From an optimization exercise on the open Yosys and OpenROAD flow, aimed at small area, a short achievable clock period and few clock cycles; shortcuts taken in it are not production practice. Where RTL was checked, it was by simulation tests only, not by an equivalence proof against the original. The RTL of runs 1 and 3 was laid out without a check of its function. Power figures rest on the tool's default switching activity, not on a simulated workload.

==> flow/design.v <==
module mafc_codec (
    input  wire        clk,
    input  wire        rst,
    input  wire [4:0]  csr_addr,
    input  wire        csr_wr,
    input  wire [15:0] csr_wdata,
    output reg  [15:0] csr_rdata,
    input  wire        rx_line_avail,
    output reg         rx_ready,
    input  wire        rx_valid,
    input  wire [7:0]  rx_data,
    input  wire        rx_last
);
    localparam LINE_CAP  = 64;
    localparam FRAME_CAP = 29;
    localparam DEST_CAP  = 13;
    localparam A_CMD = 5'h00, A_STATUS = 5'h01, A_NODE = 5'h02, A_TMO = 5'h03,
               A_AHOLD = 5'h04, A_RHOLD = 5'h05, A_ARG0 = 5'h06, A_ARG1 = 5'h07,
               A_ARG2 = 5'h08, A_RESULT = 5'h09, A_PTR = 5'h0A, A_FBD = 5'h0B,
               A_TXD = 5'h0C, A_RXD = 5'h0D, A_DSTD = 5'h0E, A_FBLEN = 5'h0F,
               A_TXLEN = 5'h10, A_RXLEN = 5'h11, A_DSTLEN = 5'h12, A_VAF = 5'h13,
               A_VREG = 5'h14, A_VVAL = 5'h15, A_PHASE = 5'h16, A_CAPL = 5'h17,
               A_CAPD = 5'h18, A_CAPR = 5'h19, A_ID = 5'h1A, A_VER = 5'h1B;
    localparam C_NONE = 3'd0, C_CKSUM = 3'd3, C_UNSUP = 3'd4, C_OVF = 3'd5;
    localparam D_NONE = 8'h00, D_BAD_START = 8'h06, D_BAD_TERM = 8'h07,
               D_NON_HEX = 8'h08, D_ODD_HEX = 8'h09, D_NO_LRC = 8'h0A, D_LRC = 8'h0B,
               D_RX_OVERFLOW = 8'h0C, D_ENC_OVERFLOW = 8'h0D,
               D_UNSUPPORTED_FUNC = 8'h0E, D_NO_LINE = 8'h0F, D_BAD_OP = 8'h13;
    reg [15:0] op;
    reg        busy, done, ok;
    reg [2:0]  cause;
    reg [7:0]  diag;
    reg [7:0]  node_addr;
    reg [15:0] timeout_ms, assert_hold, release_hold;
    reg [15:0] arg0, arg1, arg2, result, ptr;
    reg [7:0]  fb   [0:FRAME_CAP-1];
    reg [7:0]  rxl  [0:LINE_CAP-1];
    reg [15:0] dest [0:DEST_CAP-1];
    reg [3:0]  tn   [1:60];           
    reg [29:1] crlf;                  
    reg [7:0]  fblen;
    reg [5:0]  txlen;
    reg [6:0]  rxlen;
    reg        rxovf;
    reg        exec;                  
    reg        parse;                 
    reg        lrcpass;               
    reg [5:0]  idx;
    reg [7:0]  fsum;                  
    reg        fsum_ok;
    reg        pv;                    
    reg        p_start;               
    reg        p_hex;                 
    reg [7:0]  p_d1, p_d2;            
    reg [3:0]  p_hi;
    reg [7:0]  p_sum;
    reg [7:0]  p_last;                
    wire host_wr = csr_wr && !busy;
    wire ptr_hi0 = (ptr[15:6] == 10'd0);
    wire ptr_fb  = ptr_hi0 && (ptr[5:0] < FRAME_CAP);
    wire ptr_dst = ptr_hi0 && (ptr[5:0] < DEST_CAP);
    function [3:0] nib_of(input [7:0] c);
        nib_of = c[6] ? {1'b1, c[2:0] + 3'd1} : c[3:0];
    endfunction
    function is_hex(input [7:0] c);
        is_hex = (c >= 8'h30 && c <= 8'h39) || (c >= 8'h41 && c <= 8'h46) ||
                 (c >= 8'h61 && c <= 8'h66);
    endfunction
    function [7:0] rx_enc(input [7:0] c);
        rx_enc = {c[7:4], c[3:0] + (c[6] ? 4'd9 : 4'd0)};
    endfunction
    function [7:0] rx_dec(input [7:0] s);
        rx_dec = {s[7:4], s[3:0] + (s[6] ? 4'd7 : 4'd0)};
    endfunction
    function [7:0] hex_of(input [3:0] d);        
        hex_of = (d < 4'd10) ? (8'h30 + {4'd0, d}) : (8'h37 + {4'd0, d});
    endfunction
    wire [5:0] rd_idx = busy ? idx : ptr[5:0];
    wire [7:0] rxl_rd = rx_dec(rxl[rd_idx]);
    wire [7:0] fb_rd  = fb[rd_idx[4:0]];
    wire       rx_take  = rx_ready && rx_valid && (rxlen != 7'd64);
    wire       p_step   = rx_take || parse;
    wire [7:0] p_c      = parse ? rxl_rd : rx_data;
    wire [5:0] p_pos    = parse ? idx : rxlen[5:0];
    wire [3:0] p_nib    = nib_of(p_d2);
    wire [7:0] p_byte   = {p_hi, p_nib};
    wire [6:0] m = rxlen;
    reg        v_ok;
    reg [2:0]  v_cause;
    reg [7:0]  v_diag;
    always @(*) begin
        v_ok = 1'b0; v_cause = C_CKSUM; v_diag = D_NONE;
        if (rxovf) begin v_cause = C_OVF; v_diag = D_RX_OVERFLOW; end
        else if (m == 7'd0 || !p_start) v_diag = D_BAD_START;
        else if (m < 7'd3 || p_d2 != 8'h0D || p_d1 != 8'h0A) v_diag = D_BAD_TERM;
        else if (m == 7'd3) v_diag = D_NO_LRC;
        else if (!m[0]) v_diag = D_ODD_HEX;
        else if (!p_hex) v_diag = D_NON_HEX;
        else if (p_sum != 8'h00) v_diag = D_LRC;
        else begin v_ok = 1'b1; v_cause = C_NONE; end
    end
    wire need_parse = !pv && !rxovf && (m != 7'd0);
    wire       hp_ok = is_hex(arg0[15:8]) && is_hex(arg0[7:0]);
    wire [7:0] hp_b  = {nib_of(arg0[15:8]), nib_of(arg0[7:0])};
    wire op_nop  = (op == 16'h0000);
    wire op_lrc  = (op == 16'h0001);
    wire op_hexp = (op == 16'h0002);
    wire op_enc  = (op == 16'h0003);
    wire op_dec  = (op == 16'h0004);
    wire op_ver  = (op == 16'h0005);
    wire op_recv = (op == 16'h0006);
    wire op_hexe = (op == 16'h0007);
    wire op_pm   = (op == 16'h000A);
    wire fb_big  = (fblen > FRAME_CAP);
    wire [4:0] n = fblen[4:0];
    wire [7:0] lrc = 8'h00 - fsum;
    wire do_enc = exec && op_enc && !fb_big && fsum_ok;
    wire do_dec = exec && op_dec && !need_parse && v_ok;
    wire [4:0] dec_n = m[5:1] - 5'd2;            
    wire [7:0] rxl_wd = rx_enc(busy ? rx_data : csr_wdata[7:0]);
    genvar g;
    generate
        for (g = 0; g < LINE_CAP; g = g + 1) begin : g_rxl
            always @(posedge clk)
                if (!rst && ((host_wr && csr_addr == A_RXD && ptr_hi0 && ptr[5:0] == g) ||
                             (rx_take && rxlen[5:0] == g)))
                    rxl[g] <= rxl_wd;
        end
        for (g = 0; g < FRAME_CAP; g = g + 1) begin : g_fb
            wire [7:0] dec_b = {rxl[2*g+1][3:0], rxl[2*g+2][3:0]};
            always @(posedge clk)
                if (!rst) begin
                    if (do_dec && g < dec_n)
                        fb[g] <= dec_b;
                    else if (host_wr && csr_addr == A_FBD && ptr_fb && ptr[4:0] == g)
                        fb[g] <= csr_wdata[7:0];
                end
        end
        for (g = 0; g < DEST_CAP; g = g + 1) begin : g_dest
            always @(posedge clk)
                if (!rst && host_wr && csr_addr == A_DSTD && ptr_dst && ptr[3:0] == g)
                    dest[g] <= csr_wdata;
        end
        for (g = 0; g < 30; g = g + 1) begin : g_txl
            wire [7:0] src = (g < FRAME_CAP && g < n) ? fb[(g < FRAME_CAP) ? g : 0] : lrc;
            always @(posedge clk)
                if (!rst && do_enc && g <= n) begin
                    tn[2*g+1] <= src[7:4];
                    tn[2*g+2] <= src[3:0];
                end
        end
        for (g = 1; g < 30; g = g + 1) begin : g_crlf
            always @(posedge clk)
                if (!rst && do_enc && g <= n + 1)
                    crlf[g] <= (g == n + 1);
        end
    endgenerate
    wire [5:0] tp = ptr[5:0];
    wire [31:0] crlf_odd  = {1'b0, 1'b1, crlf, 1'b0};           
    wire [31:0] crlf_even = {1'b1, crlf, 1'b0, 1'b0};           
    wire        tx_flag   = tp[0] ? crlf_odd[tp[5:1]] : crlf_even[tp[5:1]];
    wire [3:0]  tx_nib    = (tp >= 6'd1 && tp <= 6'd60) ? tn[tp] : 4'd0;
    wire [7:0]  tx_ch     = (tp == 6'd0) ? 8'h3A :
                            tx_flag ? (tp[0] ? 8'h0D : 8'h0A) : hex_of(tx_nib);
    always @(posedge clk) begin
        if (rst) begin
            op <= 16'h0000; busy <= 1'b0; done <= 1'b0; ok <= 1'b0;
            cause <= C_NONE; diag <= D_NONE;
            node_addr <= 8'h00; timeout_ms <= 16'h0000;
            assert_hold <= 16'd1000; release_hold <= 16'd1500;
            arg0 <= 16'h0000; arg1 <= 16'h0000; arg2 <= 16'h0000;
            result <= 16'h0000; ptr <= 16'h0000;
            fblen <= 8'h00; txlen <= 6'd0; rxlen <= 7'd0; rxovf <= 1'b0;
            exec <= 1'b0; parse <= 1'b0; lrcpass <= 1'b0; idx <= 6'd0;
            fsum <= 8'h00; fsum_ok <= 1'b1;
            pv <= 1'b0; p_start <= 1'b0; p_hex <= 1'b0; p_d1 <= 8'h00; p_d2 <= 8'h00;
            p_hi <= 4'd0; p_sum <= 8'h00; p_last <= 8'h00;
            rx_ready <= 1'b0;
        end else begin
            if (host_wr) begin
                case (csr_addr)
                    A_CMD: begin
                        op <= csr_wdata; busy <= 1'b1; done <= 1'b0; ok <= 1'b0;
                        cause <= C_NONE; diag <= D_NONE; result <= 16'h0000;
                        if (csr_wdata == 16'h0006 && rx_line_avail) begin
                            rx_ready <= 1'b1;
                            rxlen <= 7'd0; rxovf <= 1'b0;
                            pv <= 1'b0; p_hex <= 1'b1; p_sum <= 8'h00;
                        end else
                            exec <= 1'b1;
                    end
                    A_NODE:  node_addr <= csr_wdata[7:0];
                    A_TMO:   timeout_ms <= csr_wdata;
                    A_AHOLD: assert_hold <= csr_wdata;
                    A_RHOLD: release_hold <= csr_wdata;
                    A_ARG0:  arg0 <= csr_wdata;
                    A_ARG1:  arg1 <= csr_wdata;
                    A_ARG2:  arg2 <= csr_wdata;
                    A_PTR:   ptr <= csr_wdata;
                    A_FBD:   if (ptr_fb && ptr[4:0] < fblen)
                                 fsum <= fsum + csr_wdata[7:0] - fb_rd;
                    A_RXD:   pv <= 1'b0;
                    A_FBLEN: begin
                                 fblen <= csr_wdata[7:0];
                                 fsum <= 8'h00;
                                 fsum_ok <= (csr_wdata[7:0] == 8'h00);
                             end
                    A_RXLEN: if (csr_wdata[9:0] <= LINE_CAP) begin
                                 rxlen <= csr_wdata[6:0]; rxovf <= 1'b0; pv <= 1'b0;
                             end
                    default: ;
                endcase
            end
            if (p_step) begin
                if (p_pos == 6'd0) p_start <= (p_c == 8'h3A);
                if (p_pos >= 6'd3) begin
                    p_hex <= p_hex && is_hex(p_d2);
                    if (p_pos[0])
                        p_hi <= p_nib;
                    else begin
                        p_sum <= p_sum + p_byte;
                        p_last <= p_byte;
                    end
                end
                p_d2 <= p_d1;
                p_d1 <= p_c;
            end
            if (rx_ready && rx_valid) begin
                if (rxlen != 7'd64)
                    rxlen <= rxlen + 7'd1;
                else
                    rxovf <= 1'b1;
                if (rx_last) begin
                    rx_ready <= 1'b0;
                    pv <= 1'b1;
                    if (rxovf || rxlen == 7'd64)
                        finish(1'b0, C_OVF, D_RX_OVERFLOW, 16'h0000);
                    else
                        finish(1'b1, C_NONE, D_NONE, {9'd0, rxlen} + 16'd1);
                end
            end
            if (parse) begin
                idx <= idx + 6'd1;
                if ({1'b0, idx} == m - 7'd1) begin
                    parse <= 1'b0; pv <= 1'b1; exec <= 1'b1;
                end
            end
            if (lrcpass) begin
                idx <= idx + 6'd1;
                fsum <= fsum + fb_rd;
                if (idx[4:0] == n - 5'd1) begin
                    lrcpass <= 1'b0; fsum_ok <= 1'b1; exec <= 1'b1;
                end
            end
            if (exec) begin
                exec <= 1'b0;
                idx <= 6'd0;
                if (op_nop)
                    finish(1'b1, C_NONE, D_NONE, 16'h0000);
                else if (op_lrc || op_enc) begin
                    if (fb_big)
                        finish(1'b0, C_OVF, D_ENC_OVERFLOW, 16'h0000);
                    else if (!fsum_ok) begin
                        lrcpass <= 1'b1; fsum <= 8'h00;
                    end else if (op_lrc)
                        finish(1'b1, C_NONE, D_NONE, {8'h00, lrc});
                    else begin
                        txlen <= {n, 1'b0} + 6'd5;
                        finish(1'b1, C_NONE, D_NONE, {10'd0, n, 1'b0} + 16'd5);
                    end
                end else if (op_hexp) begin
                    if (hp_ok)
                        finish(1'b1, C_NONE, D_NONE, {8'h00, hp_b});
                    else
                        finish(1'b0, C_CKSUM, D_NON_HEX, 16'hFFFF);
                end else if (op_dec || op_ver) begin
                    if (need_parse) begin
                        parse <= 1'b1; p_hex <= 1'b1; p_sum <= 8'h00;
                    end else if (!v_ok)
                        finish(1'b0, v_cause, v_diag, 16'h0000);
                    else if (op_ver)
                        finish(1'b1, C_NONE, D_NONE, 16'h0001);
                    else begin
                        fblen <= {3'd0, dec_n};
                        fsum <= 8'h00 - p_last;
                        fsum_ok <= 1'b1;
                        finish(1'b1, C_NONE, D_NONE, {8'h00, p_last});
                    end
                end else if (op_recv)                            
                    finish(1'b1, C_NONE, D_NO_LINE, 16'h0000);
                else if (op_hexe)
                    finish(1'b1, C_NONE, D_NONE, {hex_of(arg0[7:4]), hex_of(arg0[3:0])});
                else if (op_pm)
                    finish(1'b0, C_UNSUP, D_UNSUPPORTED_FUNC, 16'h0010);
                else
                    finish(1'b0, C_UNSUP, D_BAD_OP, 16'h0000);
            end
        end
    end
    task finish(input f_ok, input [2:0] f_cause, input [7:0] f_diag, input [15:0] f_result);
        begin
            busy   <= 1'b0;
            done   <= 1'b1;
            ok     <= f_ok;
            cause  <= f_cause;
            diag   <= f_diag;
            result <= f_result;
        end
    endtask
    wire [7:0] b0 = (fblen > 8'd0) ? fb[0] : 8'h00;
    wire [7:0] b1 = (fblen > 8'd1) ? fb[1] : 8'h00;
    wire [7:0] b2 = (fblen > 8'd2) ? fb[2] : 8'h00;
    wire [7:0] b3 = (fblen > 8'd3) ? fb[3] : 8'h00;
    wire [7:0] b4 = (fblen > 8'd4) ? fb[4] : 8'h00;
    wire [7:0] b5 = (fblen > 8'd5) ? fb[5] : 8'h00;
    always @(*) begin
        case (csr_addr)
            A_CMD:    csr_rdata = op;
            A_STATUS: csr_rdata = {diag, rx_line_avail, 1'b0, cause, ok, done, busy};
            A_NODE:   csr_rdata = {8'h00, node_addr};
            A_TMO:    csr_rdata = timeout_ms;
            A_AHOLD:  csr_rdata = assert_hold;
            A_RHOLD:  csr_rdata = release_hold;
            A_ARG0:   csr_rdata = arg0;
            A_ARG1:   csr_rdata = arg1;
            A_ARG2:   csr_rdata = arg2;
            A_RESULT: csr_rdata = result;
            A_PTR:    csr_rdata = ptr;
            A_FBD:    csr_rdata = ptr_fb ? {8'h00, fb_rd} : 16'h0000;
            A_TXD:    csr_rdata = ptr_hi0 ? {8'h00, tx_ch} : 16'h0000;
            A_RXD:    csr_rdata = ptr_hi0 ? {8'h00, rxl_rd} : 16'h0000;
            A_DSTD:   csr_rdata = ptr_dst ? dest[ptr[3:0]] : 16'h0000;
            A_FBLEN:  csr_rdata = {8'h00, fblen};
            A_TXLEN:  csr_rdata = {10'd0, txlen};
            A_RXLEN:  csr_rdata = {rxovf, 8'd0, rxlen};
            A_DSTLEN: csr_rdata = 16'h0000;
            A_VAF:    csr_rdata = {b0, b1};
            A_VREG:   csr_rdata = {b2, b3};
            A_VVAL:   csr_rdata = {b4, b5};
            A_PHASE:  csr_rdata = {15'd0, busy};
            A_CAPL:   csr_rdata = LINE_CAP;
            A_CAPD:   csr_rdata = {8'd29, 8'd13};
            A_CAPR:   csr_rdata = 16'd15;
            A_ID:     csr_rdata = 16'h4D41;
            A_VER:    csr_rdata = 16'h0007;
            default:  csr_rdata = 16'h0000;
        endcase
    end
endmodule
==> flow/run.sh <==
#!/bin/bash
# synth_recipe.tcl (not shown) runs the flow's synth.tcl, then flattens the netlist and writes it again
# the make line also repeats each setting of config.mk as NAME=value (left out here)
make -C /OpenROAD-flow-scripts/flow DESIGN_CONFIG=/design/flow/config.mk WORK_HOME=/design/flow/orfs CLKGATE_MAP_FILE= SYNTH_SCRIPT=/design/flow/synth_recipe.tcl finish
==> flow/config.mk <==
export PLATFORM = sky130hd
export DESIGN_NAME = mafc_codec
export DESIGN_NICKNAME = mafc_codec
export VERILOG_FILES = /design/flow/design.v
export SDC_FILE = /design/flow/constraint.sdc
export NUM_CORES = 4
export LEC_CHECK = 0
export CAP_MARGIN = 20
export CORE_MARGIN = 2
export CORE_UTILIZATION = 40
export SETUP_SLACK_MARGIN = 5
export SLEW_MARGIN = 20
==> flow/constraint.sdc <==
create_clock -name core_clock -period 10.0 [get_ports {clk}]
set_input_delay 2.0000 -clock core_clock [delete_from_list [all_inputs] [get_ports {clk}]]
set_output_delay 2.0000 -clock core_clock [all_outputs]
set_load 0.01 [all_outputs]
==> summary.txt, run 1 <==
Yosys top cell area share=51.90%; switching share of power=23.76%; sequential cell area fraction in the yosys report=58.87%; Initial Utilization=40.20%; # rows=154; grt total ovfl=0; Critical Path AT=5.69 ns; Syn Nets=6315; Final ANT Viol Nets=0; Unique masters post-synth=116; Synth area leaders=edfxtp_1 (52%), dfxtp_1 (7.0%), mux2_2 (4.9%), nand2_1 (4.7%), a22oi_1 (3.6%); worst-path fanout max=16; TritonCTS buffer count=162; M2 GR Usage=62.97%; Worst setup EP type=output pin; Post-synth EDFFs=1221; met3 global-route usage=15.67%; CP Class=reg2out; Cells after Synth=6202; Critical Path RT=8.00 ns; hold_ws=0.4546 ns; HPWL Detailed=299900 microns; fin util=48.42%; status=no timing/DRC/antenna violations; Vias/cell=7.066; maxcap violations=0; setup violators final=0; I/O pin count=52; vias in the first global route=57504; Core Area=175700 sq um; Final min period=7.695 ns; Max-Slew Margin vs Limit=20.30%; pwr dens=157.9 nW/um^2; final WL=413200 microns; clock power share=46.2%; Yosys warning count=9; Sink Count=1467; drc violations=0; Tightest Pin Transition=1.183 ns; first-pass GRT wire length=539500 microns; CTS tree=yes; asr flop ratio synth=0%; die area=180000 sq um; GR peak layer=met2; FF+latch count, synth=1467; CTS root buf=clkbuf_16; sequential power share=49.3%; Hold Crit Class=reg2reg; DRT Pass-1 Iters=10; Pint=10.25 mW; Max rail drop VDD=0.1826 mV; Placer Congestion=1.085; met1 Use GR=56.61%; # hold bufs at CTS=0; R2R Path Start=busy$_SDFF_PP0_; routed vias=63509; Top FF cell, synth=edfxtp_1; Combinational Power Share=4.4%; mapped cell area=70650 sq um; # port buffers=51; Psw=3.192 mW; period utilization=76.95%; Slew Viols, Final=0; Static Leak=28.16 nW; Critical Path Start=ptr[2]$_SDFFE_PP0P_; NumNets Final=6586; RSZ-0062 raised after global routing=true; DR iter-0 viols=11419; Final Hold Viols=0; Total GRT Usage=44.70%; area grow syn2layout=20.44%; fraction of layout cells with a size suffix above 1=23.87%; synthesized area per cell=11.39 sq um; CTS max path bufs=3; CTS H-tree depth=4; post-synth top area cell=edfxtp_1; largest net degree at the start of global routing=141; clk slew on worst S/H paths=0.07 ns; HP Start=txlen[0]$_SDFFE_PP0P_; die width=424.3 microns; antenna violations before repair=58; Post-Route Setup TNS=0 ns; startpoint types=flip-flop; Avg WL per Cell=45.98 microns; Die H=424.3 microns; fmax=130.0 MHz; Clock Skew=0.04439 ns; clock latency on the worst-skew pair=0.88 ns
metal layers:
metal | routed length (microns) | part of all wire [%]
met2 | 169100 | 41
met3 | 56750 | 14
met1 | 149000 | 36
met5 | 282 | 0.068
met4 | 38100 | 9.2
placed cells by master (no fill, tap or decap), drive strengths merged, types with 75 or more instances in the layout:
master | Yosys | routed
o21ai | 295 | 295
dfxtp | 246 | 246
a21oi | 391 | 391
nor3 | 105 | 105
nand4 | 85 | 85
mux2 | 308 | 308
nand3 | 163 | 163
buf | 141 | 529
inv | 71 | 85
a221oi | 82 | 82
a22o | 91 | 91
nor2 | 425 | 425
a22oi | 341 | 341
clkbuf | 317 | 196
clkinv | 6 | 75
edfxtp | 1221 | 1221
nand2 | 887 | 888
Yosys cell counts (all sizes together), types with 31 or more instances:
cell / number
nor3: 105
a22oi: 341
nor2: 425
o22ai: 31
nand3b: 31
nor2b: 33
a21oi: 391
buf: 141
inv: 71
a221o: 37
a22o: 91
nand4: 85
and3: 50
a211oi: 42
a222oi: 36
o21ai: 295
mux2i: 44
nor4: 53
a31oi: 42
a221oi: 82
mux2: 308
clkbuf: 317
edfxtp: 1221
ha: 68
dfxtp: 246
a32oi: 66
nand3: 163
nand2: 887
xnor2: 51
sequential cells by signal (all words and copies together), names as in the netlist, 29 cells and up:
signal / flops
tn: 240
dest: 208
fb: 232
crlf: 29
rxl: 512
stage by stage:
stage / cells / power, mW / worst slack [ns] / cell area [sq um]
CTS: 8854 / 13.38 / 2.376 / 83310
global route: 8949 / 13.66 / 2.352 / 84990
finish: 8988 / 13.44 / 2.305 / 85090
global placement: 8408 / 7.260 / 1.791 / 75080
floorplan: 6202 / 7.009 / 4.247 / 71280
detailed placement: 8408 / 7.260 / 1.728 / 75180
final timing paths:
| kind | cells after the start | slack (ns) | endpoint |
|---|---|---|---|
| hold / removal | 2 | 0.45 | txlen[0]$_SDFFE_PP0P_ |
| hold reg to reg | 2 | 0.45 | txlen[0]$_SDFFE_PP0P_ |
| setup reg to reg | 25 | 4.10 | fsum[6]$_SDFF_PP0_ |
| setup / recovery | 16 | 2.31 | csr_rdata[1] |
final cells by class:
type,instances,area [sq um]
diodes,41,102.6
repair buffers,563,5260
fillers,15819,90640
flip-flops and latches,1467,41630
well taps,2340,2928
clock buffers,191,4234
clock inverters,107,1187
multi-input cells,4202,29440
inverters,77,306.5
power by group through the flow:
stage	Clock (mW)	Sequential (mW)	Combinational, mW
6_report	6.21	6.63	0.597
5_1_grt	6.44	6.63	0.603
4_1_cts	6.20	6.63	0.550
3_5_place_dp	0	6.76	0.499
3_3_place_gp	0	6.76	0.499
2_1_floorplan	0	6.76	0.252
repair_timing:
item | 4_1_cts | 5_1_grt
gates cloned | 8 | 2
buffers inserted | 140 | 89
resized for setup | 383 | 207
pin swaps | 79 | 82
setup endpoints to repair | 705 | 208
worst max-delay path, stage by stage, from the launching register on:
cell and delay, ns:
dfxtp_4 0.59, or3b_4 0.51, nand2_2 0.21, nand2_1 0.28, nor2_4 0.34, a22oi_1 0.22, nand4_1 0.23, nor4_4 0.07
a41oi_4 0.37, ha_4 0.21, fa_2 0.54, a221oi_4 0.35, nand4_1 0.16, nor2_1 0.12, o21ai_1 0.10, a211o_1 0.34
buf_2 0.17
cells by family (layout without fill, tap and decap cells):
family	Yosys count	count (layout)	share of synthesized area, %
adders and majority gates	78	78	1.488
AOI/OAI and AO/OA	1683	1683	16.54
other	0	41	0
and+or+nand+nor	2004	2006	13.35
xor gates and xnor gates	81	81	1.015
DFF	1467	1467	58.87
buffers and inverters	535	938	3.138
muxes	354	354	5.602
==> inputs of run 2 (changes only) <==
--- a/flow/design.v
+++ b/flow/design.v
@@ -61,4 +61,4 @@
     wire ptr_dst = ptr_hi0 && (ptr[5:0] < DEST_CAP);
-    function [3:0] nib_of(input [7:0] c);
-        nib_of = c[6] ? {1'b1, c[2:0] + 3'd1} : c[3:0];
+    function [3:0] nib_of(input [7:0] c);        
+        nib_of = c[3:0] + (c[6] ? 4'd9 : 4'd0);
     endfunction
@@ -68,8 +68,2 @@
     endfunction
-    function [7:0] rx_enc(input [7:0] c);
-        rx_enc = {c[7:4], c[3:0] + (c[6] ? 4'd9 : 4'd0)};
-    endfunction
-    function [7:0] rx_dec(input [7:0] s);
-        rx_dec = {s[7:4], s[3:0] + (s[6] ? 4'd7 : 4'd0)};
-    endfunction
     function [7:0] hex_of(input [3:0] d);        
@@ -78,3 +72,3 @@
     wire [5:0] rd_idx = busy ? idx : ptr[5:0];
-    wire [7:0] rxl_rd = rx_dec(rxl[rd_idx]);
+    wire [7:0] rxl_rd = rxl[rd_idx];
     wire [7:0] fb_rd  = fb[rd_idx[4:0]];
@@ -119,3 +113,3 @@
     wire [4:0] dec_n = m[5:1] - 5'd2;            
-    wire [7:0] rxl_wd = rx_enc(busy ? rx_data : csr_wdata[7:0]);
+    wire [7:0] rxl_wd = busy ? rx_data : csr_wdata[7:0];
     genvar g;
@@ -129,3 +123,3 @@
         for (g = 0; g < FRAME_CAP; g = g + 1) begin : g_fb
-            wire [7:0] dec_b = {rxl[2*g+1][3:0], rxl[2*g+2][3:0]};
+            wire [7:0] dec_b = {nib_of(rxl[2*g+1]), nib_of(rxl[2*g+2])};
             always @(posedge clk)
--- a/flow/config.mk
+++ b/flow/config.mk
@@ -10,3 +10,2 @@
 export CORE_UTILIZATION = 40
-export SETUP_SLACK_MARGIN = 5
 export SLEW_MARGIN = 20
==> run 2 against run 1 <==
Compared with the run above:
- clock-buffer cell count grew 9
- power down 0.87%
- die area up 5.2%
- final area down 0.91%
- synthesized area up 5.3%
- final cell count increased by 5.3%
==> summary.txt, run 2 <==
drc violations=0 (unchanged); Psw=3.187 mW (-0.16%); largest family of logic cells by synthesized area=compound AO/OA/AOI/OAI gates; mux contribution to synthesized area=3.549% (-2.1 points); Combinational Power Share=3.7% (-0.7 points); CTS resizes=0 (-100%); NumNets Final=7062 (+7.2%); routed vias=66873 (+5.3%); vias in the first global route=59746 (+3.9%); clock latency on the worst-skew pair=0.86 ns (-0.02 ns); Avg WL per Cell=47.70 microns (+3.7%); fraction of layout cells with a size suffix above 1=13.55% (-10 points); area grow syn2layout=13.39%; CTS max path bufs=3 (unchanged); grt total ovfl=0 (unchanged); simple-gate share of the synthesized area=14.08% (+0.73 points); pwr dens=158.0 nW/um^2 (about the same); CP Class=reg2out; Die H=435.2 microns (+2.6%); Slew Viols, Final=0 (unchanged); Core Area=185000 sq um (+5.3%); asr flop ratio synth=0% (unchanged); Synth Area in XOR/XNOR=2.968% (+2.0 points); worst-path fanout max=55 (+39); Post-CTS Setup Bufs=0 (-100%); # port buffers=51 (unchanged); Critical Path AT=7.03 ns (+1.34 ns); mapped cell area=74360 sq um (+5.3%); Reg2Reg Depth=19 (-24%); Post-Route Setup TNS=0 ns (unchanged); leading cell type in the layout, fill and taps excluded=edfxtp_1; Yosys top cell area share=49.31% (-2.6 points); Vias/cell=7.065 (about the same); antenna violations before repair=60 (+3.4%); adder-cell area share of the yosys netlist=3.237% (+1.7 points); DRT Pass-1 Iters=7 (-3); cells along the critical path=or3_1 -> nand2_1 -> buf_12 -> a22oi_1 -> o32ai_1 -> or4_1 -> or4_1 -> o22a_1 -> a221oi_1 -> o211ai_1 -> clkdlybuf4s50_1; Top FF cell, synth=edfxtp_1; Worst path max stage delay=0.79 ns (+0.20 ns); Syn Nets=7047 (+12%); DR iter-0 viols=13136 (+15%); CTS tree=yes; status=no timing/DRC/antenna violations; fmax=110.7 MHz (-15%); compound-gate portion of the synthesized area=17.02% (+0.48 points); Buffers & Inverters on Critical Path=2 (+1); # hold bufs at CTS=0 (unchanged); worst hold stages=2 (unchanged); FF+latch count, synth=1467 (unchanged); clk slew on worst S/H paths=0.06 ns (about the same); final WL=451500 microns (+9.3%); TritonCTS buffer count=164 (+1.2%); Placer Congestion=1.098 (+1.2%); Cells after Synth=6825 (+10%); Final Hold Viols=0 (unchanged); Most flops, register=rxl; Unique masters post-synth=108 (-6.9%); Post-Place Cells=9154 (+8.9%); CP dominant cell by count=or4_1; synthesized area per cell=10.90 sq um (-4.4%); Setup WS pre-CTS=1.914 ns (+0.1866 ns); setup violators final=0 (unchanged); fin worst setup slack=0.9659 ns (-1.339 ns); placed cell areas=78830 sq um (+4.8%); Max rail drop VDD=0.1573 mV (-14%); CTS root buf=clkbuf_16; RR Endpoint=fsum[7]$_SDFF_PP0_; switching share of power=23.93% (+0.17 points); die width=435.2 microns (+2.6%); Top Registers=rxl: 512 flops, tn: 240 flops, fb: 232 flops; Static Leak=28.07 nW (-0.33%); R2R Path Start=busy$_SDFF_PP0_; Initial Utilization=40.19% (about the same); RSZ-0062 raised after global routing=false; CP top delay family=simple AND/OR/NAND/NOR gates; HPWL Detailed=336200 microns (+12%); Yosys warning count=9 (unchanged); Synth area leaders=edfxtp_1 (49%), dfxtp_1 (6.6%), nand2_1 (5.0%), ha_1 (3.0%), a22oi_1 (2.9%); Tightest Pin Transition=1.329 ns (+0.1459 ns); post-synth top area cell=edfxtp_1; Worst setup EP type=output pin; largest net degree at the start of global routing=145 (+2.8%); Final min period=9.034 ns (+1.339 ns); Pint=10.13 mW (-1.1%); first-pass GRT wire length=584600 microns (+8.4%); Hold Crit Class=reg2reg; most frequent cells in the layout=edfxtp_1 (1221), nand2_1 (993), o21ai_0 (412), a21oi_1 (393), nor2_1 (349); I/O pin count=52 (unchanged); top-count cell post-synth=edfxtp_1; crit path max-delay cell type=dfxtp_4; Post-synth top cells=edfxtp_1 (1221), nand2_1 (996), o21ai_0 (417), nor2_1 (401), a21oi_1 (400); max reg flops=512 (unchanged); Hold Path End=arg1[15]$_SDFFE_PP0P_; CTS H-tree depth=4 (unchanged); Sink Count=1467 (unchanged); fin area=84310 sq um (-0.91%); period utilization=90.34% (+13 points); r2r setup slk=2.76 ns (-1.34 ns); sequential cell area fraction in the yosys report=55.93% (-2.9 points); Final ANT Viol Nets=0 (unchanged); Clock Skew=0.05741 ns (+0.01302 ns); Critical Path RT=8.00 ns (about the same); hold_ws=0.4572 ns (+0.002630 ns); die area=189400 sq um (+5.2%); clock power share=46.6% (+0.4 points); HP Start=arg1[15]$_SDFFE_PP0P_; Post-synth EDFFs=1221 (unchanged); sequential power share=49.6% (+0.3 points); maxcap violations=0 (unchanged); fin cells=9466 (+5.3%); # rows=158 (+2.6%); startpoint types=flip-flop; Total GRT Usage=46.21% (+1.5 points); Max-Slew Margin vs Limit=11.40% (-8.9 points)
run 2: cell types whose count changed in the layout (fill, tap and decap cells not counted), moves of 35 or more:
cell,before,now
xnor2_1,45,214
nor2_4,53,9
nor2_1,306,349
ha_1,62,177
mux2_2,308,184
nand3_1,155,259
o21ai_0,265,412
nand2_1,862,993
buf_6,45,0
a22oi_1,322,287
a221oi_1,59,107
buf_4,412,309
run 2: how the worst max path moves through the flow:
stage | to | startpoint | cells after the start | slack, ns
6_report | csr_rdata[2] | busy$_SDFF_PP0_ | 11 | 0.97
5_1_grt | csr_rdata[1] | busy$_SDFF_PP0_ | 13 | 1.08
4_1_cts | csr_rdata[2] | busy$_SDFF_PP0_ | 11 | 1.33
3_5_place_dp | csr_rdata[1] | csr_addr[4] | 10 | 1.91
3_3_place_gp | csr_rdata[0] | csr_addr[4] | 9 | 1.86
2_1_floorplan | csr_rdata[0] | csr_addr[4] | 10 | 4.01
run 2: routing by layer:
layer	vias to the layer above	global-route usage (%)	part of all wire, %
met1	33221	60.54	37
met2	6102	63.73	40
met5	-	0	0.056
met3	1483	15.84	14
li1	26033	-	-
met4	34	32.19	8.9
run 2: cell type report:
cell class | instances | area (sq um)
Timing Repair Buffer | 366 | 2895
Multi-Input combinational cell | 4767 | 30970
Tap cell | 2480 | 3103
Inverter | 74 | 277.8
Clock inverter | 91 | 1141
Sequential cell | 1467 | 41610
Clock buffer | 200 | 4259
Antenna cell | 21 | 52.55
Fill cell | 17340 | 100700
run 2: cells by family after synthesis:
family,Yosys count
simple gates,2227
mux,237
buf+inv,591
xor+xnor,252
fa+ha+maj,187
flops,1467
compound gates,1864
run 2: per-stage QoR:
stage | total power [mW] | utilization (%)
floorplan | 6.961 | -
global placement | 7.215 | 42.56
detailed placement | 7.216 | 42.60
CTS | 13.28 | 45.52
global route | 13.53 | 45.54
finish | 13.32 | 45.57
run 2: power by group through the flow:
stage	sequential (mW)	combinational [mW]	clock (mW)
6_report	6.61	0.499	6.21
2_1_floorplan	6.73	0.226	0
5_1_grt	6.61	0.509	6.41
4_1_cts	6.61	0.477	6.20
3_3_place_gp	6.74	0.473	0
3_5_place_dp	6.74	0.475	0
run 2: worst min-delay path: stages (launching register included):
cell,delay (ns)
dfxtp_1,0.31
nand2_1,0.05
a21oi_1,0.05
Testbench counts of run 2, summed over its fixed seeds: cycles 30,067.
==> inputs of run 3 (changes only) <==
--- a/flow/design.v
+++ b/flow/design.v
@@ -48,2 +48,5 @@
     reg [5:0]  idx;
+    reg        txref;                 
+    reg [7:0]  rx_win, tx_win;
+    reg [4:0]  fidx;                  
     reg [7:0]  fsum;                  
@@ -61,4 +64,4 @@
     wire ptr_dst = ptr_hi0 && (ptr[5:0] < DEST_CAP);
-    function [3:0] nib_of(input [7:0] c);        
-        nib_of = c[3:0] + (c[6] ? 4'd9 : 4'd0);
+    function [3:0] nib_of(input [7:0] c);
+        nib_of = c[6] ? {1'b1, c[2:0] + 3'd1} : c[3:0];
     endfunction
@@ -68,2 +71,8 @@
     endfunction
+    function [7:0] rx_enc(input [7:0] c);
+        rx_enc = {c[7:4], c[3:0] + (c[6] ? 4'd9 : 4'd0)};
+    endfunction
+    function [7:0] rx_dec(input [7:0] s);
+        rx_dec = {s[7:4], s[3:0] + (s[6] ? 4'd7 : 4'd0)};
+    endfunction
     function [7:0] hex_of(input [3:0] d);        
@@ -71,5 +80,6 @@
     endfunction
-    wire [5:0] rd_idx = busy ? idx : ptr[5:0];
-    wire [7:0] rxl_rd = rxl[rd_idx];
-    wire [7:0] fb_rd  = fb[rd_idx[4:0]];
+    wire [5:0] rd_idx = rst ? 6'd0 : busy ? idx : csr_wdata[5:0];
+    wire [7:0] rxl_rd = rx_dec(rxl[rd_idx]);
+    wire [7:0] fb_rd  = fb[fidx];
+    wire       wptr_hi0 = (csr_wdata[15:6] == 10'd0);
     wire       rx_take  = rx_ready && rx_valid && (rxlen != 7'd64);
@@ -113,3 +123,3 @@
     wire [4:0] dec_n = m[5:1] - 5'd2;            
-    wire [7:0] rxl_wd = busy ? rx_data : csr_wdata[7:0];
+    wire [7:0] rxl_wd = rx_enc(busy ? rx_data : csr_wdata[7:0]);
     genvar g;
@@ -123,3 +133,3 @@
         for (g = 0; g < FRAME_CAP; g = g + 1) begin : g_fb
-            wire [7:0] dec_b = {nib_of(rxl[2*g+1]), nib_of(rxl[2*g+2])};
+            wire [7:0] dec_b = {rxl[2*g+1][3:0], rxl[2*g+2][3:0]};
             always @(posedge clk)
@@ -151,3 +161,3 @@
     endgenerate
-    wire [5:0] tp = ptr[5:0];
+    wire [5:0] tp = busy ? ptr[5:0] : csr_wdata[5:0];
     wire [31:0] crlf_odd  = {1'b0, 1'b1, crlf, 1'b0};           
@@ -172,2 +182,4 @@
             rx_ready <= 1'b0;
+            txref <= 1'b0; fidx <= 5'd0;
+            rx_win <= rxl_rd; tx_win <= 8'h3A;
         end else begin
@@ -192,6 +204,14 @@
                     A_ARG2:  arg2 <= csr_wdata;
-                    A_PTR:   ptr <= csr_wdata;
+                    A_PTR:   begin
+                                 ptr <= csr_wdata;
+                                 fidx <= csr_wdata[4:0];
+                                 rx_win <= wptr_hi0 ? rxl_rd : 8'h00;
+                                 tx_win <= wptr_hi0 ? tx_ch : 8'h00;
+                             end
                     A_FBD:   if (ptr_fb && ptr[4:0] < fblen)
                                  fsum <= fsum + csr_wdata[7:0] - fb_rd;
-                    A_RXD:   pv <= 1'b0;
+                    A_RXD:   begin
+                                 pv <= 1'b0;
+                                 if (ptr_hi0) rx_win <= csr_wdata[7:0];
+                             end
                     A_FBLEN: begin
@@ -222,2 +242,4 @@
             if (rx_ready && rx_valid) begin
+                if (rx_take && ptr_hi0 && rxlen[5:0] == ptr[5:0])
+                    rx_win <= rx_data;
                 if (rxlen != 7'd64)
@@ -242,8 +264,14 @@
             if (lrcpass) begin
-                idx <= idx + 6'd1;
+                fidx <= fidx + 5'd1;
                 fsum <= fsum + fb_rd;
-                if (idx[4:0] == n - 5'd1) begin
+                if (fidx == n - 5'd1) begin
                     lrcpass <= 1'b0; fsum_ok <= 1'b1; exec <= 1'b1;
+                    fidx <= ptr[4:0];
                 end
             end
+            if (txref) begin
+                txref <= 1'b0;
+                tx_win <= ptr_hi0 ? tx_ch : 8'h00;
+                finish(1'b1, C_NONE, D_NONE, {10'd0, txlen});
+            end
             if (exec) begin
@@ -257,3 +285,3 @@
                     else if (!fsum_ok) begin
-                        lrcpass <= 1'b1; fsum <= 8'h00;
+                        lrcpass <= 1'b1; fsum <= 8'h00; fidx <= 5'd0;
                     end else if (op_lrc)
@@ -262,3 +290,3 @@
                         txlen <= {n, 1'b0} + 6'd5;
-                        finish(1'b1, C_NONE, D_NONE, {10'd0, n, 1'b0} + 16'd5);
+                        txref <= 1'b1;
                     end
@@ -323,4 +351,4 @@
             A_FBD:    csr_rdata = ptr_fb ? {8'h00, fb_rd} : 16'h0000;
-            A_TXD:    csr_rdata = ptr_hi0 ? {8'h00, tx_ch} : 16'h0000;
-            A_RXD:    csr_rdata = ptr_hi0 ? {8'h00, rxl_rd} : 16'h0000;
+            A_TXD:    csr_rdata = {8'h00, tx_win};
+            A_RXD:    csr_rdata = {8'h00, rx_win};
             A_DSTD:   csr_rdata = ptr_dst ? dest[ptr[3:0]] : 16'h0000;
--- a/flow/config.mk
+++ b/flow/config.mk
@@ -10,2 +10,3 @@
 export CORE_UTILIZATION = 40
+export SETUP_SLACK_MARGIN = 5
 export SLEW_MARGIN = 20
==> run 3 against run 2 <==
Compared with the run above:
- still clean
- hold slack got worse by 0.0013 ns
- setup slack better by 2.9 ns
- utilization up 3.3 points
- sequential share of layout area decreased by 1.0 points
- clock skew is 0.036 ns higher
- final area up 3.1%
==> summary.txt, run 3 <==
status=no timing/DRC/antenna violations; antenna violations before repair=41 (-32%); # rows=155 (-1.9%); CTS H-tree depth=4 (unchanged); NumNets Final=6782 (-4.0%); Power Total=14.25 mW (+7.0%); die width=426.6 microns (-2.0%); Static Leak=28.98 nW (+3.2%); CP Class=reg2out; pwr dens=163.9 nW/um^2 (+3.7%); Final Hold Viols=0 (unchanged); Placer Congestion=1.093 (-0.46%); CTS max path bufs=3 (unchanged); Top FF cell, synth=edfxtp_1; Worst setup EP type=output pin; Vias/cell=7.030 (-0.49%); RSZ-0062 raised after global routing=true; Post-synth EDFFs=1221 (unchanged); drc violations=0 (unchanged); routed vias=64481 (-3.6%); sequential cell area fraction in the yosys report=58.81% (+2.9 points); vias in the first global route=58741 (-1.7%); Total GRT Usage=46.88% (+0.67 points); Slew Viols, Final=0 (unchanged); Most flops, register=rxl; Post-Route Setup TNS=0 ns (unchanged); die area=182000 sq um (-3.9%); largest net degree at the start of global routing=108 (-26%); Syn Nets=6487 (-7.9%); Initial Utilization=40.13% (-0.061 points); Cells after Synth=6369 (-6.7%); DRT Pass-1 Iters=10 (+3); Avg WL per Cell=47.57 microns (-0.27%); Core Area=178000 sq um (-3.8%); area grow syn2layout=21.72%; Final min period=6.139 ns (-2.895 ns); CTS root buf=clkbuf_16; CTS tree=yes; worst-path fanout max=8 (-85%); setup violators final=0 (unchanged); fmax=162.9 MHz (+47%); final WL=436300 microns (-3.4%); Die H=426.6 microns (-2.0%); grt total ovfl=0 (unchanged); leading cell type in the layout, fill and taps excluded=edfxtp_1; Critical Path Start=fidx[4]$_SDFF_PP0_; max reg flops=512 (unchanged); Final ANT Viol Nets=0 (unchanged); Tightest Pin Transition=1.274 ns (-0.05515 ns); Layout fillers=15990 (-7.8%); most frequent cells in the layout=edfxtp_1 (1221), nand2_1 (874), buf_4 (443), a21oi_1 (354), a22oi_1 (336); Clock Skew=0.09345 ns (+0.03604 ns); Critical Path AT=4.14 ns (-2.89 ns); Critical Path RT=8.00 ns (about the same); DR iter-0 viols=12364 (-5.9%); fraction of layout cells with a size suffix above 1=24.12% (+11 points); synthesized area per cell=11.22 sq um (+2.9%); FF+latch count, synth=1488 (+1.4%); Top Registers=rxl: 512 flops, tn: 240 flops, fb: 232 flops; top-count cell post-synth=edfxtp_1; asr flop ratio synth=0% (unchanged); Post-synth top cells=edfxtp_1 (1221), nand2_1 (904), nor2_1 (426), clkbuf_1 (411), a21oi_1 (388); period utilization=61.39% (-29 points); Max rail drop VDD=0.1563 mV (-0.64%); Max-Slew Margin vs Limit=15.08% (+3.7 points); # hold bufs at CTS=0 (unchanged); # port buffers=51 (unchanged); Hold Crit Class=reg2reg; Unique masters post-synth=102 (-5.6%); startpoint types=flip-flop; first-pass GRT wire length=565100 microns (-3.3%); mapped cell area=71440 sq um (-3.9%); post-synth top area cell=edfxtp_1; Yosys warning count=9 (unchanged); maxcap violations=0 (unchanged); HPWL Detailed=320100 microns (-4.8%); HP Start=arg1[4]$_SDFFE_PP0P_; clock latency on the worst-skew pair=0.88 ns (+0.02 ns); Synth area leaders=edfxtp_1 (51%), dfxtp_1 (7.5%), nand2_1 (4.8%), mux2_2 (4.4%), a22oi_1 (3.7%); I/O pin count=52 (unchanged); TritonCTS buffer count=164 (unchanged); clk slew on worst S/H paths=0.06 ns (about the same); R2R Path Start=busy$_SDFF_PP0_; Sink Count=1488 (+1.4%); Yosys top cell area share=51.33% (+2.0 points)
-- run 3: cell families (layout without fill, tap and decap cells) --
logic type,count (synthesis),after routing,share of synthesized area (%)
flops,1488,1488,58.81
compound gates,1767,1767,17.15
other cells,0,14,0
simple gates,2071,2071,13.41
mux,316,316,4.922
xor+xnor,90,90,1.103
fa+ha+maj,83,83,1.559
buf+inv,554,988,3.044
-- run 3: what timing repair did --
action / 4_1_cts / 5_1_grt
pin swaps: 123 / 91
setup endpoints to repair: 1206 / 246
cloned: 12 / 1
setup buffers: 210 / 39
resized for setup: 593 / 123
-- run 3: worst paths after layout --
kind	end	slack [ns]	cells past startpoint
worst max-delay path	csr_rdata[7]	3.86	9
worst max register to register	p_start$_SDFFE_PP0P_	4.19	18
worst min register to register	arg1[4]$_SDFFE_PP0P_	0.46	2
worst min-delay path	arg1[4]$_SDFFE_PP0P_	0.46	2
-- run 3: layout make-up --
class / count / area (sq um) / share of cell area, %
diodes: 14 / 35.03 / 0.04029
clock buffers: 201 / 4325 / 4.975
clock inverters: 104 / 1405 / 1.616
inverters: 77 / 305.3 / 0.3511
multi-input cells: 4327 / 30100 / 34.62
flip-flops and latches: 1488 / 42040 / 48.35
well taps: 2355 / 2947 / 3.389
repair buffers: 606 / 5791 / 6.660
-- run 3: through the flow --
stage	instance area (sq um)	cells	utilization (%)	hold slack [ns]	setup slack, ns
2_1_floorplan	71990	6369	-	0.4254	4.273
3_3_place_gp	75960	8585	42.67	0.4426	1.913
3_5_place_dp	76030	8589	42.70	0.4478	2.041
4_1_cts	86000	9116	48.31	0.4555	3.934
5_1_grt	86910	9158	48.82	0.4719	3.889
6_report	86950	9172	48.84	0.4559	3.861
-- run 3: routing by layer --
metal	global-route usage [%]	share of wire (%)	vias up
met5	0	0.037	-
met4	27.24	7.5	26
met3	15.16	13	1208
met2	66.53	41	5659
met1	62.54	38	32442
li1	-	-	25146
-- run 3: power by group --
part           internal [mW]  total [mW]  switching (mW)
sequential              6.71        6.75          0.0317
combinational          0.321        1.00           0.684
clock                   3.71        6.50            2.79
total                   10.7        14.3            3.51
-- run 3: worst max-delay path: stages (launching register included) --
cell	delay, ns
dfxtp_4	0.44
buf_12	0.17
buf_4	0.12
and4b_1	0.36
a22o_1	0.31
a221oi_2	0.34
o2111ai_2	0.39
o32a_2	0.59
a221o_1	0.38
buf_2	0.16
==> inputs of run 4 (changes only) <==
--- a/flow/design.v
+++ b/flow/design.v
@@ -23,14 +23,15 @@
                A_CAPD = 5'h18, A_CAPR = 5'h19, A_ID = 5'h1A, A_VER = 5'h1B;
-    localparam C_NONE = 3'd0, C_CKSUM = 3'd3, C_UNSUP = 3'd4, C_OVF = 3'd5;
-    localparam D_NONE = 8'h00, D_BAD_START = 8'h06, D_BAD_TERM = 8'h07,
-               D_NON_HEX = 8'h08, D_ODD_HEX = 8'h09, D_NO_LRC = 8'h0A, D_LRC = 8'h0B,
-               D_RX_OVERFLOW = 8'h0C, D_ENC_OVERFLOW = 8'h0D,
-               D_UNSUPPORTED_FUNC = 8'h0E, D_NO_LINE = 8'h0F, D_BAD_OP = 8'h13;
+    localparam [3:0] D_NONE = 4'h0, D_BAD_START = 4'h6, D_BAD_TERM = 4'h7,
+               D_NON_HEX = 4'h8, D_ODD_HEX = 4'h9, D_NO_LRC = 4'hA, D_LRC = 4'hB,
+               D_RX_OVERFLOW = 4'hC, D_ENC_OVERFLOW = 4'hD,
+               D_UNSUPPORTED_FUNC = 4'hE, D_NO_LINE = 4'hF, D_BAD_OP = 4'h3;
+    localparam [1:0] R_BYTE = 2'd0, R_FFFF = 2'd1, R_HEX = 2'd2;
     reg [15:0] op;
     reg        busy, done, ok;
-    reg [2:0]  cause;
-    reg [7:0]  diag;
+    reg [3:0]  dcode;
     reg [7:0]  node_addr;
     reg [15:0] timeout_ms, assert_hold, release_hold;
-    reg [15:0] arg0, arg1, arg2, result, ptr;
+    reg [15:0] arg0, arg1, arg2, ptr;
+    reg [7:0]  res;
+    reg [1:0]  res_form;
     reg [7:0]  fb   [0:FRAME_CAP-1];
@@ -47,4 +48,5 @@
     reg        lrcpass;               
+    reg        encw;                  
     reg [5:0]  idx;
-    reg        txref;                 
+    reg [7:0]  saved;                 
     reg [7:0]  rx_win, tx_win;
@@ -92,7 +94,6 @@
     reg        v_ok;
-    reg [2:0]  v_cause;
-    reg [7:0]  v_diag;
+    reg [3:0]  v_diag;
     always @(*) begin
-        v_ok = 1'b0; v_cause = C_CKSUM; v_diag = D_NONE;
-        if (rxovf) begin v_cause = C_OVF; v_diag = D_RX_OVERFLOW; end
+        v_ok = 1'b0;
+        if (rxovf) v_diag = D_RX_OVERFLOW;
         else if (m == 7'd0 || !p_start) v_diag = D_BAD_START;
@@ -103,3 +104,3 @@
         else if (p_sum != 8'h00) v_diag = D_LRC;
-        else begin v_ok = 1'b1; v_cause = C_NONE; end
+        else begin v_ok = 1'b1; v_diag = D_NONE; end
     end
@@ -120,6 +121,7 @@
     wire [7:0] lrc = 8'h00 - fsum;
-    wire do_enc = exec && op_enc && !fb_big && fsum_ok;
-    wire do_dec = exec && op_dec && !need_parse && v_ok;
+    wire enc_park = exec && op_enc && !fb_big && fsum_ok;
+    wire do_dec   = exec && op_dec && !need_parse && v_ok;
     wire [4:0] dec_n = m[5:1] - 5'd2;            
     wire [7:0] rxl_wd = rx_enc(busy ? rx_data : csr_wdata[7:0]);
+    wire [7:0] fb_wd  = !busy ? csr_wdata[7:0] : encw ? saved : lrc;
     genvar g;
@@ -135,8 +137,7 @@
             always @(posedge clk)
-                if (!rst) begin
-                    if (do_dec && g < dec_n)
-                        fb[g] <= dec_b;
-                    else if (host_wr && csr_addr == A_FBD && ptr_fb && ptr[4:0] == g)
-                        fb[g] <= csr_wdata[7:0];
-                end
+                if (!rst && do_dec && g < dec_n)
+                    fb[g] <= dec_b;
+                else if ((!rst && host_wr && csr_addr == A_FBD && ptr_fb && ptr[4:0] == g) ||
+                         (!rst && enc_park && n == g) || (encw && n == g))
+                    fb[g] <= fb_wd;
         end
@@ -148,5 +149,5 @@
         for (g = 0; g < 30; g = g + 1) begin : g_txl
-            wire [7:0] src = (g < FRAME_CAP && g < n) ? fb[(g < FRAME_CAP) ? g : 0] : lrc;
+            wire [7:0] src = (g < FRAME_CAP) ? fb[(g < FRAME_CAP) ? g : 0] : lrc;
             always @(posedge clk)
-                if (!rst && do_enc && g <= n) begin
+                if (!rst && encw && g <= n) begin
                     tn[2*g+1] <= src[7:4];
@@ -157,3 +158,3 @@
             always @(posedge clk)
-                if (!rst && do_enc && g <= n + 1)
+                if (!rst && encw && g <= n + 1)
                     crlf[g] <= (g == n + 1);
@@ -161,3 +162,3 @@
     endgenerate
-    wire [5:0] tp = busy ? ptr[5:0] : csr_wdata[5:0];
+    wire [5:0] tp = csr_wdata[5:0];
     wire [31:0] crlf_odd  = {1'b0, 1'b1, crlf, 1'b0};           
@@ -168,6 +169,12 @@
                             tx_flag ? (tp[0] ? 8'h0D : 8'h0A) : hex_of(tx_nib);
+    wire [5:0]  pm1      = ptr[5:0] - 6'd1;
+    wire [4:0]  pslot    = pm1[5:1];
+    wire [7:0]  pbyte    = (pslot == 5'd29) ? lrc : fb_rd;
+    wire [3:0]  pnib     = ptr[0] ? pbyte[7:4] : pbyte[3:0];
+    wire [7:0]  enc_ch   = (ptr[5:0] == 6'd0) ? 8'h3A :
+                           (pslot == n + 5'd1) ? (ptr[0] ? 8'h0D : 8'h0A) : hex_of(pnib);
+    wire        enc_hit  = ptr_hi0 && ({1'b0, ptr[5:0]} <= {1'b0, n, 1'b0} + 7'd4);
     always @(posedge clk) begin
         if (rst) begin
-            op <= 16'h0000; busy <= 1'b0; done <= 1'b0; ok <= 1'b0;
-            cause <= C_NONE; diag <= D_NONE;
+            op <= 16'h0000; busy <= 1'b0; done <= 1'b0; ok <= 1'b0; dcode <= D_NONE;
             node_addr <= 8'h00; timeout_ms <= 16'h0000;
@@ -175,5 +182,5 @@
             arg0 <= 16'h0000; arg1 <= 16'h0000; arg2 <= 16'h0000;
-            result <= 16'h0000; ptr <= 16'h0000;
+            res <= 8'h00; res_form <= R_BYTE; ptr <= 16'h0000;
             fblen <= 8'h00; txlen <= 6'd0; rxlen <= 7'd0; rxovf <= 1'b0;
-            exec <= 1'b0; parse <= 1'b0; lrcpass <= 1'b0; idx <= 6'd0;
+            exec <= 1'b0; parse <= 1'b0; lrcpass <= 1'b0; encw <= 1'b0; idx <= 6'd0;
             fsum <= 8'h00; fsum_ok <= 1'b1;
@@ -182,3 +189,3 @@
             rx_ready <= 1'b0;
-            txref <= 1'b0; fidx <= 5'd0;
+            fidx <= 5'd0;
             rx_win <= rxl_rd; tx_win <= 8'h3A;
@@ -189,3 +196,4 @@
                         op <= csr_wdata; busy <= 1'b1; done <= 1'b0; ok <= 1'b0;
-                        cause <= C_NONE; diag <= D_NONE; result <= 16'h0000;
+                        dcode <= D_NONE; res <= 8'h00; res_form <= R_BYTE;
+                        fidx <= fblen[4:0];
                         if (csr_wdata == 16'h0006 && rx_line_avail) begin
@@ -252,5 +260,5 @@
                     if (rxovf || rxlen == 7'd64)
-                        finish(1'b0, C_OVF, D_RX_OVERFLOW, 16'h0000);
+                        finish(1'b0, D_RX_OVERFLOW, R_BYTE, 8'h00);
                     else
-                        finish(1'b1, C_NONE, D_NONE, {9'd0, rxlen} + 16'd1);
+                        finish(1'b1, D_NONE, R_BYTE, {1'b0, rxlen} + 8'd1);
                 end
@@ -268,9 +276,9 @@
                     lrcpass <= 1'b0; fsum_ok <= 1'b1; exec <= 1'b1;
-                    fidx <= ptr[4:0];
+                    fidx <= n;
                 end
             end
-            if (txref) begin
-                txref <= 1'b0;
-                tx_win <= ptr_hi0 ? tx_ch : 8'h00;
-                finish(1'b1, C_NONE, D_NONE, {10'd0, txlen});
+            if (encw) begin
+                encw <= 1'b0;
+                if (enc_hit) tx_win <= enc_ch;
+                finish(1'b1, D_NONE, R_BYTE, {2'd0, txlen});
             end
@@ -280,6 +288,6 @@
                 if (op_nop)
-                    finish(1'b1, C_NONE, D_NONE, 16'h0000);
+                    finish(1'b1, D_NONE, R_BYTE, 8'h00);
                 else if (op_lrc || op_enc) begin
                     if (fb_big)
-                        finish(1'b0, C_OVF, D_ENC_OVERFLOW, 16'h0000);
+                        finish(1'b0, D_ENC_OVERFLOW, R_BYTE, 8'h00);
                     else if (!fsum_ok) begin
@@ -287,6 +295,8 @@
                     end else if (op_lrc)
-                        finish(1'b1, C_NONE, D_NONE, {8'h00, lrc});
+                        finish(1'b1, D_NONE, R_BYTE, lrc);
                     else begin
+                        saved <= fb_rd;
+                        fidx <= pslot;
                         txlen <= {n, 1'b0} + 6'd5;
-                        txref <= 1'b1;
+                        encw <= 1'b1;
                     end
@@ -294,5 +304,5 @@
                     if (hp_ok)
-                        finish(1'b1, C_NONE, D_NONE, {8'h00, hp_b});
+                        finish(1'b1, D_NONE, R_BYTE, hp_b);
                     else
-                        finish(1'b0, C_CKSUM, D_NON_HEX, 16'hFFFF);
+                        finish(1'b0, D_NON_HEX, R_FFFF, 8'h00);
                 end else if (op_dec || op_ver) begin
@@ -301,5 +311,5 @@
                     end else if (!v_ok)
-                        finish(1'b0, v_cause, v_diag, 16'h0000);
+                        finish(1'b0, v_diag, R_BYTE, 8'h00);
                     else if (op_ver)
-                        finish(1'b1, C_NONE, D_NONE, 16'h0001);
+                        finish(1'b1, D_NONE, R_BYTE, 8'h01);
                     else begin
@@ -308,12 +318,12 @@
                         fsum_ok <= 1'b1;
-                        finish(1'b1, C_NONE, D_NONE, {8'h00, p_last});
+                        finish(1'b1, D_NONE, R_BYTE, p_last);
                     end
                 end else if (op_recv)                            
-                    finish(1'b1, C_NONE, D_NO_LINE, 16'h0000);
+                    finish(1'b1, D_NO_LINE, R_BYTE, 8'h00);
                 else if (op_hexe)
-                    finish(1'b1, C_NONE, D_NONE, {hex_of(arg0[7:4]), hex_of(arg0[3:0])});
+                    finish(1'b1, D_NONE, R_HEX, arg0[7:0]);
                 else if (op_pm)
-                    finish(1'b0, C_UNSUP, D_UNSUPPORTED_FUNC, 16'h0010);
+                    finish(1'b0, D_UNSUPPORTED_FUNC, R_BYTE, 8'h10);
                 else
-                    finish(1'b0, C_UNSUP, D_BAD_OP, 16'h0000);
+                    finish(1'b0, D_BAD_OP, R_BYTE, 8'h00);
             end
@@ -321,10 +331,11 @@
     end
-    task finish(input f_ok, input [2:0] f_cause, input [7:0] f_diag, input [15:0] f_result);
+    task finish(input f_ok, input [3:0] f_diag, input [1:0] f_form, input [7:0] f_res);
         begin
-            busy   <= 1'b0;
-            done   <= 1'b1;
-            ok     <= f_ok;
-            cause  <= f_cause;
-            diag   <= f_diag;
-            result <= f_result;
+            busy     <= 1'b0;
+            done     <= 1'b1;
+            ok       <= f_ok;
+            dcode    <= f_diag;
+            res_form <= f_form;
+            res      <= f_res;
+            fidx     <= ptr[4:0];
         end
@@ -337,2 +348,9 @@
     wire [7:0] b5 = (fblen > 8'd5) ? fb[5] : 8'h00;
+    wire [2:0] cause = (dcode >= 4'h6 && dcode <= 4'hB) ? 3'd3 :
+                       (dcode == 4'hC || dcode == 4'hD) ? 3'd5 :
+                       (dcode == 4'hE || dcode == 4'h3) ? 3'd4 : 3'd0;
+    wire [7:0] diag  = {3'd0, dcode == 4'h3, dcode};
+    wire [15:0] result = (res_form == R_FFFF) ? 16'hFFFF :
+                         (res_form == R_HEX) ? {hex_of(res[7:4]), hex_of(res[3:0])} :
+                                               {8'h00, res};
     always @(*) begin
--- a/flow/config.mk
+++ b/flow/config.mk
@@ -9,3 +9,3 @@
 export CORE_MARGIN = 2
-export CORE_UTILIZATION = 40
+export CORE_UTILIZATION = 55
 export SETUP_SLACK_MARGIN = 5
==> run 4 against run 3 <==
Compared with the run above:
- via count rose by 1.6%
- non-clock buffer count fell by 30
- die area is 28% lower
- final cell count down 8.8%
- clock-buffer cell count decreased by 12
- global-route usage rose by 8.6 points
- clock skew down 0.051 ns
- hold slack lost 0.0019 ns
- power shrank 1.2%
- combinational power about the same
- critical path type unchanged
- highest routed layer unchanged
==> summary.txt, run 4 <==
FF+latch count, synth=1484 (-0.27%); Avg WL per Cell=44.56 microns (-6.3%); DR iter-0 viols=15609 (+26%); Layout fillers=9381 (-41%); RSZ-0062 raised after global routing=true; CTS tree=yes; pwr dens=166.1 nW/um^2 (+1.3%); Die H=361.7 microns (-15%); first-pass GRT wire length=493400 microns (-13%); drc violations=0 (unchanged); die area=130800 sq um (-28%); Hold Crit Class=reg2reg; Buffers & Inverters on Critical Path=4 (+1); Sink Count=1484 (-0.27%); Slew Viols, Final=0 (unchanged); mapped cell area=70360 sq um (-1.5%); largest net degree at the start of global routing=94 (-13%); fmax=161.6 MHz (-0.82%); CP top delay family=compound AO/OA/AOI/OAI gates; Vias/cell=7.835 (+11%); Setup WS pre-CTS=1.843 ns (-0.1974 ns); Initial Utilization=55.32% (+15 points); Top Registers=rxl: 512 flops, tn: 240 flops, fb: 232 flops; CTS max path bufs=3 (unchanged); setup violators final=0 (unchanged); # port buffers=51 (unchanged); Static Leak=27.97 nW (-3.5%); Post-Route Setup TNS=0 ns (unchanged); worst-path fanout max=22 (+14); mux contribution to synthesized area=1.858% (-3.1 points); Critical Path RT=8.00 ns (about the same); vias in the first global route=58217 (-0.89%); fin worst setup slack=3.810 ns (-0.05055 ns); final WL=372700 microns (-15%); grt total ovfl=0 (unchanged); antenna violations before repair=49 (+20%); Cells after Synth=6272 (-1.5%); NumNets Final=6670 (-1.7%); Worst setup EP type=output pin; Critical Path AT=4.19 ns (+0.05 ns); Placer Congestion=1.137 (+4.1%); startpoint types=flip-flop; compound-gate portion of the synthesized area=17.60% (+0.45 points); Core Area=127200 sq um (-29%); Final min period=6.190 ns (+0.05055 ns); Total GRT Usage=55.47% (+8.6 points); DRT Pass-1 Iters=14 (+4); clk slew on worst S/H paths=0.06 ns (about the same); Max rail drop VDD=0.2129 mV (+36%); Tightest Pin Transition=1.316 ns (+0.04259 ns); crit path max-delay cell type=nand4_1; post-synth top area cell=edfxtp_1; max reg flops=512 (unchanged); sequential cell area fraction in the yosys report=59.70% (+0.90 points); Unique masters post-synth=119 (+17%); Top FF cell, synth=edfxtp_1; Most flops, register=rxl; CTS root buf=clkbuf_16; Worst path max stage delay=0.52 ns (-0.07 ns); Syn Nets=6399 (-1.4%); leading cell type in the layout, fill and taps excluded=edfxtp_1; Top Layer Used=met5; top-count cell post-synth=edfxtp_1; routed vias=65522 (+1.6%); clock latency on the worst-skew pair=0.85 ns (-0.03 ns); routed metal-1 wire length=122600 microns (-27%); maxcap violations=0 (unchanged); period utilization=61.90% (+0.51 points); Met2 Wirelength=139600 microns (-22%); HPWL Detailed=261200 microns (-18%); Yosys warning count=9 (unchanged); die width=361.7 microns (-15%); Yosys top cell area share=52.45% (+1.1 points); most frequent cells in the layout=edfxtp_1 (1229), nand2_1 (824), buf_4 (400), o21ai_0 (368), a21oi_1 (329); status=no timing/DRC/antenna violations; area grow syn2layout=20.46%; Final ANT Viol Nets=0 (unchanged); adder-cell area share of the yosys netlist=1.743% (+0.18 points); Final Hold Viols=0 (unchanged); # hold bufs at CTS=0 (unchanged); largest family of logic cells by synthesized area=compound AO/OA/AOI/OAI gates; CTS H-tree depth=4 (unchanged); Synth area leaders=edfxtp_1 (52%), dfxtp_1 (7.3%), nand2_1 (4.5%), a22oi_1 (3.6%), o21ai_0 (2.8%); cells along the critical path=clkinvlp_4 -> buf_12 -> ha_4 -> and2_1 -> buf_12 -> a22oi_2 -> nand4_1 -> o21ai_2 -> o221ai_2 -> a2111oi_4 -> o21ai_2 -> buf_2; Post-synth EDFFs=1229 (+0.66%); simple-gate share of the synthesized area=14.56% (+1.1 points); Max-Slew Margin vs Limit=11.83% (-3.2 points); # rows=131 (-15%); synthesized area per cell=11.22 sq um (about the same); TritonCTS buffer count=156 (-4.9%); I/O pin count=52 (unchanged); CP Class=reg2out; fraction of layout cells with a size suffix above 1=20.46% (-3.7 points); Post-synth top cells=edfxtp_1 (1229), nand2_1 (838), nor2_1 (401), o21ai_0 (391), a21oi_1 (350); Clock Skew=0.04224 ns (-0.05121 ns); asr flop ratio synth=0% (unchanged); WL met3=72370 microns (+27%); Synth Area in XOR/XNOR=1.195% (+0.091 points)
## run 4: cell types whose count changed in the layout (fill, tap and decap cells not counted), moves of 28 or more
cell	before	now
a221oi_1	77	49
a22oi_1	336	308
buf_4	443	400
mux2_2	282	39
mux2i_1	33	67
nand2_1	874	824
nand3_1	147	187
o21ai_0	291	368
## run 4: routing by layer
metal | vias up | track usage [%]
met4 | 52 | 38.16
met1 | 31218 | 69.95
met2 | 7465 | 72.46
li1 | 24744 | -
met3 | 2043 | 29.32
met5 | - | 2.516
## run 4: final timing paths
| kind | startpoint | cells past startpoint | slack, ns | to |
|---|---|---|---|---|
| setup / recovery | ptr[1]$_SDFFE_PP0P_ | 12 | 3.81 | csr_rdata[6] |
| hold / removal | fb[12][7]$_DFFE_PP_ | 0 | 0.45 | tn[25][3]$_DFFE_PP_ |
| setup reg to reg | busy$_SDFF_PP0_ | 16 | 4.70 | p_start$_SDFFE_PP0P_ |
| hold reg to reg | fb[12][7]$_DFFE_PP_ | 0 | 0.45 | tn[25][3]$_DFFE_PP_ |
## run 4: report_power, final
| part | internal, mW | total [mW] | switching (mW) |
|---|---|---|---|
| Sequential | 6.71 | 6.74 | 0.0354 |
| Clock | 3.66 | 6.31 | 2.66 |
| Combinational | 0.331 | 1.02 | 0.692 |
## run 4: layout make-up
cell class | count | area [sq um] | share of cell area [%]
diodes | 28 | 70.07 | 0.08266
inverters | 95 | 377.9 | 0.4458
well taps | 1662 | 2079 | 2.453
clock buffers | 189 | 4204 | 4.960
flip-flops and latches | 1484 | 42040 | 49.60
repair buffers | 576 | 5801 | 6.843
clock inverters | 99 | 1348 | 1.590
multi-input cells | 4230 | 28840 | 34.03
## run 4: cells by family after synthesis
group / count (synthesis)
muxes: 117
DFF: 1484
adders and majority gates: 92
and+or+nand+nor: 2113
xor gates and xnor gates: 96
AOI/OAI and AO/OA: 1803
buffers and inverters: 567
## run 4: repair_timing
item                                    4_1_cts  5_1_grt
pin swaps                                   119       70
buffers inserted                            181       83
endpoints found under the setup margin     1062      235
resized for setup                           564      141
cloned                                       23        4
## run 4: through the flow
| step | power [mW] | hold WS [ns] | cells | utilization [%] | instance area (sq um) |
|---|---|---|---|---|---|
| floorplan | 7.277 | 0.4168 | 6272 | - | 71010 |
| global placement | 7.612 | 0.4361 | 7754 | 57.79 | 73500 |
| detailed placement | 7.622 | 0.4494 | 7755 | 57.81 | 73530 |
| CTS | 13.86 | 0.4579 | 8247 | 65.43 | 83220 |
| global route | 14.24 | 0.4670 | 8342 | 66.60 | 84710 |
| finish | 14.08 | 0.4541 | 8363 | 66.64 | 84760 |
Testbench counts of run 4, summed over its fixed seeds: cycles 30,547.

what the ideal ports hide:
In the flow no input, the clock included, has a driving cell. The finished layouts below were timed again as built, in two steps.
Step 1 sets driving cells, clkbuf_16 on the clock port and buf_2 on the other inputs (assumed; they add their load-dependent delay and slew).
Step 2 adds t to the input delays and takes it off the output delays; t is the mean of the earliest and latest rising clock arrival at the registers after step 1. Input paths then give back, and output paths get back, about the clock's delay inside the block.
Slacks: ideal ports / drivers / drivers and shift; pairs: ideal ports / drivers.
run	t, ns	setup WS [ns]	worst hold slack (ns)	cell pins on the clock port's net
run 1	0.947	2.305 / 2.212 / 3.101	0.455 / 0.455 / 0.455	1
run 2	0.924	0.966 / 0.881 / 1.805	0.457 / 0.457 / 0.457	1
run 3	0.928	3.861 / 3.768 / 2.906	0.456 / 0.456 / 0.456	1
run 4	0.919	3.810 / 3.722 / 3.236	0.454 / 0.454 / 0.454	1
After both steps every run listed still meets setup and hold. For run 3, which loses most, drivers alone change the setup slack by -0.093 ns; drivers and shift together by -0.955 ns.
